From an optimization exercise on the open Yosys and OpenROAD flow, aimed at small area; shortcuts taken in it are not production practice. Function was checked by simulation only, so behaviour that the tests miss may differ from the original. The clock port is modelled as an ideal driver, which makes a skipped or thinned clock tree look cheaper than it is; a real chip needs a root buffer or a tree.

==> run Y: inputs <==
// dropstick_corea
module dropstick_corea (
    input  wire        clk,
    input  wire        rst_n,
    input  wire        op_cfg,
    input  wire        op_start,
    input  wire        op_setduty,
    input  wire        op_irqen,
    input  wire        op_irqclr,
    input  wire [31:0] op_data,
    output wire        pwm_out,
    output wire        irq,
    input  wire        btn0_pin_n,
    input  wire        btn0_sample,
    input  wire        btn0_clear,
    output wire        btn0_edge,
    output wire        btn0_level,
    output wire        btn0_pressed,
    output wire [1:0]  btn0_play,
    input  wire        btn1_pin_n,
    input  wire        btn1_sample,
    input  wire        btn1_clear,
    output wire        btn1_edge,
    output wire        btn1_level,
    output wire        btn1_pressed,
    input  wire        core_wfi,
    input  wire        core_csenter,
    input  wire        core_csexit,
    input  wire        core_cs_bit,
    input  wire        core_irqret,
    output wire        core_imask,
    output wire        core_inh,
    output wire        core_waiting
);
    wire [1:0] btn1_play_unused;
    apwm u_apwm (
        .clk(clk), .rst_n(rst_n),
        .op_cfg(op_cfg), .op_start(op_start), .op_setduty(op_setduty),
        .op_irqen(op_irqen), .op_irqclr(op_irqclr), .op_data(op_data),
        .pwm_out(pwm_out), .irq(irq)
    );
    btn #(.HAS_PLAY(1)) u_btn0 (
        .clk(clk), .rst_n(rst_n),
        .sample(btn0_sample), .pin_n(btn0_pin_n), .clear(btn0_clear),
        .edge_o(btn0_edge), .level(btn0_level), .pressed(btn0_pressed),
        .play(btn0_play)
    );
    btn #(.HAS_PLAY(0)) u_btn1 (
        .clk(clk), .rst_n(rst_n),
        .sample(btn1_sample), .pin_n(btn1_pin_n), .clear(btn1_clear),
        .edge_o(btn1_edge), .level(btn1_level), .pressed(btn1_pressed),
        .play(btn1_play_unused)
    );
    core_irq u_core (
  ...
export LEC_CHECK = 0
export CAP_MARGIN = 20
export CORE_MARGIN = 2
export CORE_UTILIZATION = 40
export SLEW_MARGIN = 20
create_clock -name core_clock -period 10.0 [get_ports {clk}]
standard.sh (not shown) runs the stock make flow with config.mk's settings and CLKGATE_MAP_FILE= SYNTH_SCRIPT=/design/flow/synth_recipe.tcl, a recipe that flattens the netlist after the stock synthesis.
==> flow/flow/run.sh <==
#!/bin/bash
# Own layout flow: the standard flow (standard.sh, which runs the standard
# synthesis unchanged), with
#  - the port buffers made of the smallest buffer cell instead of clkdlybuf4s50_1,
#  - after CTS, the clock tree rebuilt as one clkbuf_4 root driving seven
#    clkbuf_8 leaves (post_cts.tcl, clock_tree.tcl),
#  - cells on paths with spare slack downsized after placement and after CTS
#    (recover.tcl), and after CTS every cell of drive 2 or more swapped for its
#    smallest version where timing allows (downsize.tcl).
# Each tool's full output goes to ORFS's own logs (orfs/logs/...), and
# standard.sh's output to flow_standard.log in the work folder.
set -uo pipefail
here=$(cd "$(dirname "$0")" && pwd)
export BUFFER_PORTS_ARGS="-buffer_cell sky130_fd_sc_hd__buf_1"
export CTS_ARGS="-sink_clustering_enable -repair_clock_nets -buf_list sky130_fd_sc_hd__clkbuf_8 -dont_use_dummy_load"
export POST_RESIZE_TCL="$here/recover.tcl"
export POST_CTS_TCL="$here/post_cts.tcl"
bash standard.sh > flow_standard.log 2>&1
==> flow/flow/downsize.tcl <==
# Swap each combinational cell of drive strength 2 or more for the smallest
# cell with the same function (same name up to the drive suffix), and keep
# the swap only if the setup slack stays at least 0.2 ns and the counts of
# slew and capacitance violations do not grow. Clock buffers, port buffers
# and flip-flops are left alone.
estimate_parasitics -placement
set ::ds_lib_cells {}
foreach lc [get_lib_cells sky130_fd_sc_hd__*] { lappend ::ds_lib_cells [get_name $lc] }
proc smallest_same {m} {

  if {![regexp {^(sky130_fd_sc_hd__[a-z0-9]+)_([0-9]+)$} $m -> base drive]} { return "" }
  if {$drive < 2} { return "" }
  foreach d {0 1} {
    set c ${base}_$d
    if {[lsearch -exact $::ds_lib_cells $c] >= 0 && [lsearch -exact $::env(DONT_USE_CELLS) $c] < 0} { return $c }
  }
  return ""
}
# no worse than before the swaps: setup slack of at least 0.2 ns and no more
# slew or capacitance violations (as estimated from placement)
set ::ds_slew0 [sta::max_slew_violation_count]
set ::ds_cap0 [sta::max_capacitance_violation_count]
proc design_ok {} {

  if {[sta::worst_slack_cmd max] < 0.2e-9} { return 0 }
  if {[sta::max_slew_violation_count] > $::ds_slew0} { return 0 }
  if {[sta::max_capacitance_violation_count] > $::ds_cap0} { return 0 }
  return 1
}
set swapped 0
foreach inst [get_cells *] {
  set m [get_property $inst ref_name]
  if {[string match *clkbuf* $m] || [string match *df* $m] || [string match *buf_* $m]} { continue }
  set to [smallest_same $m]
  if {$to eq ""} { continue }
  replace_cell $inst $to
  estimate_parasitics -placement
  if {[design_ok]} { incr swapped } else { replace_cell $inst $m; estimate_parasitics -placement }
}
puts "downsize: swapped $swapped cells"
detailed_placement
Other scripts of this flow, unchanged in this note and not shown: flow/flow/clock_tree.tcl, flow/flow/post_cts.tcl, flow/flow/recover.tcl
==> inputs of run B, as changes to run Y <==
--- a/flow/flow/downsize.tcl
+++ b/flow/flow/downsize.tcl
@@ -6,6 +6,6 @@
 estimate_parasitics -placement
-set ::ds_lib_cells {}
-foreach lc [get_lib_cells sky130_fd_sc_hd__*] { lappend ::ds_lib_cells [get_name $lc] }
+set lib_cells {}
+foreach lc [get_lib_cells sky130_fd_sc_hd__*] { lappend lib_cells [get_name $lc] }
 proc smallest_same {m} {
-
+  global lib_cells
   if {![regexp {^(sky130_fd_sc_hd__[a-z0-9]+)_([0-9]+)$} $m -> base drive]} { return "" }
@@ -14,3 +14,3 @@
     set c ${base}_$d
-    if {[lsearch -exact $::ds_lib_cells $c] >= 0 && [lsearch -exact $::env(DONT_USE_CELLS) $c] < 0} { return $c }
+    if {[lsearch -exact $lib_cells $c] >= 0 && [lsearch -exact $::env(DONT_USE_CELLS) $c] < 0} { return $c }
   }
@@ -20,9 +20,9 @@
 # slew or capacitance violations (as estimated from placement)
-set ::ds_slew0 [sta::max_slew_violation_count]
-set ::ds_cap0 [sta::max_capacitance_violation_count]
+set slew0 [sta::max_slew_violation_count]
+set cap0 [sta::max_capacitance_violation_count]
 proc design_ok {} {
-
+  global slew0 cap0
   if {[sta::worst_slack_cmd max] < 0.2e-9} { return 0 }
-  if {[sta::max_slew_violation_count] > $::ds_slew0} { return 0 }
-  if {[sta::max_capacitance_violation_count] > $::ds_cap0} { return 0 }
+  if {[sta::max_slew_violation_count] > $slew0} { return 0 }
+  if {[sta::max_capacitance_violation_count] > $cap0} { return 0 }
   return 1
==> impl_metrics.ini <==
[run_status]
status = did not finish
lastStage = clock tree synthesis (4_1_cts)
tool.error = Error: cts.tcl, 90 can't read "lib_cells": no such variable

[synthesis]
synth-seq-cells = 113
syn_nets = 424
synthAdderAreaFrac_pct = 7.86
synthSimpleGateAreaFrac_pct = 12.4
synth.largest_area_cell = edfxtp_1
synth_enable_flop_cells = 49
yosysMostFrequentCell = edfxtp_1

[die]
num_rows = 39
io_pins = 63
die_y_um = 111

[placement]
pre_cts_ws_ns = 0.612
port_buffers = 62
# the run above: run B

==> impl_metrics.ini <==
[run_status]
status = timing/DRC/antenna clean

[die]
io_pins = 63
num_rows = 39
die_y_um = 111
dieArea_sq_um = 12400

[placement]
port_buffers = 62
pre_cts_ws_ns = 0.612

[layout]
multi_input_gates = 214

[synthesis]
synth_enable_flop_cells = 49
yosysMostFrequentCell = edfxtp_1
syn_nets = 424
synth-seq-cells = 113
synth.largest_area_cell = edfxtp_1

[routing]
met3_length_um = 296

[setup_path]
r2r_setup_slack_ns = 0.77

[power_and_ir_drop]
p_leak_nw = 2.02
# the run above: run Y

In run Y the design's own scripts or RTL, not TritonCTS, make the clock network.

-- static timing again, ports no longer ideal --
Ports are ideal in the flow. The routed layout listed here was re-timed in OpenROAD. Step 1 sets driving cells, clkbuf_16 on the clock port and buf_2 on the other inputs (assumed; they add their load-dependent delay and slew). Step 2 moves the port delays by t, midway between the first and last clock arrival at a register: inputs arrive t later, outputs are due t later. That takes back most of the time a late clock gives input paths. Slacks: no drivers / after step 1 / after step 2; pairs: no drivers / after step 1.
run: run Y
t, ns: 0.489
setup slack, ns: 0.770 / 0.770 / 0.770
hold WS [ns]: 0.485 / 0.485 / 0.485
After both steps setup and hold are still met in run Y. For run Y, drivers alone change the setup slack by 0.000 ns; drivers and shift together by 0.000 ns.
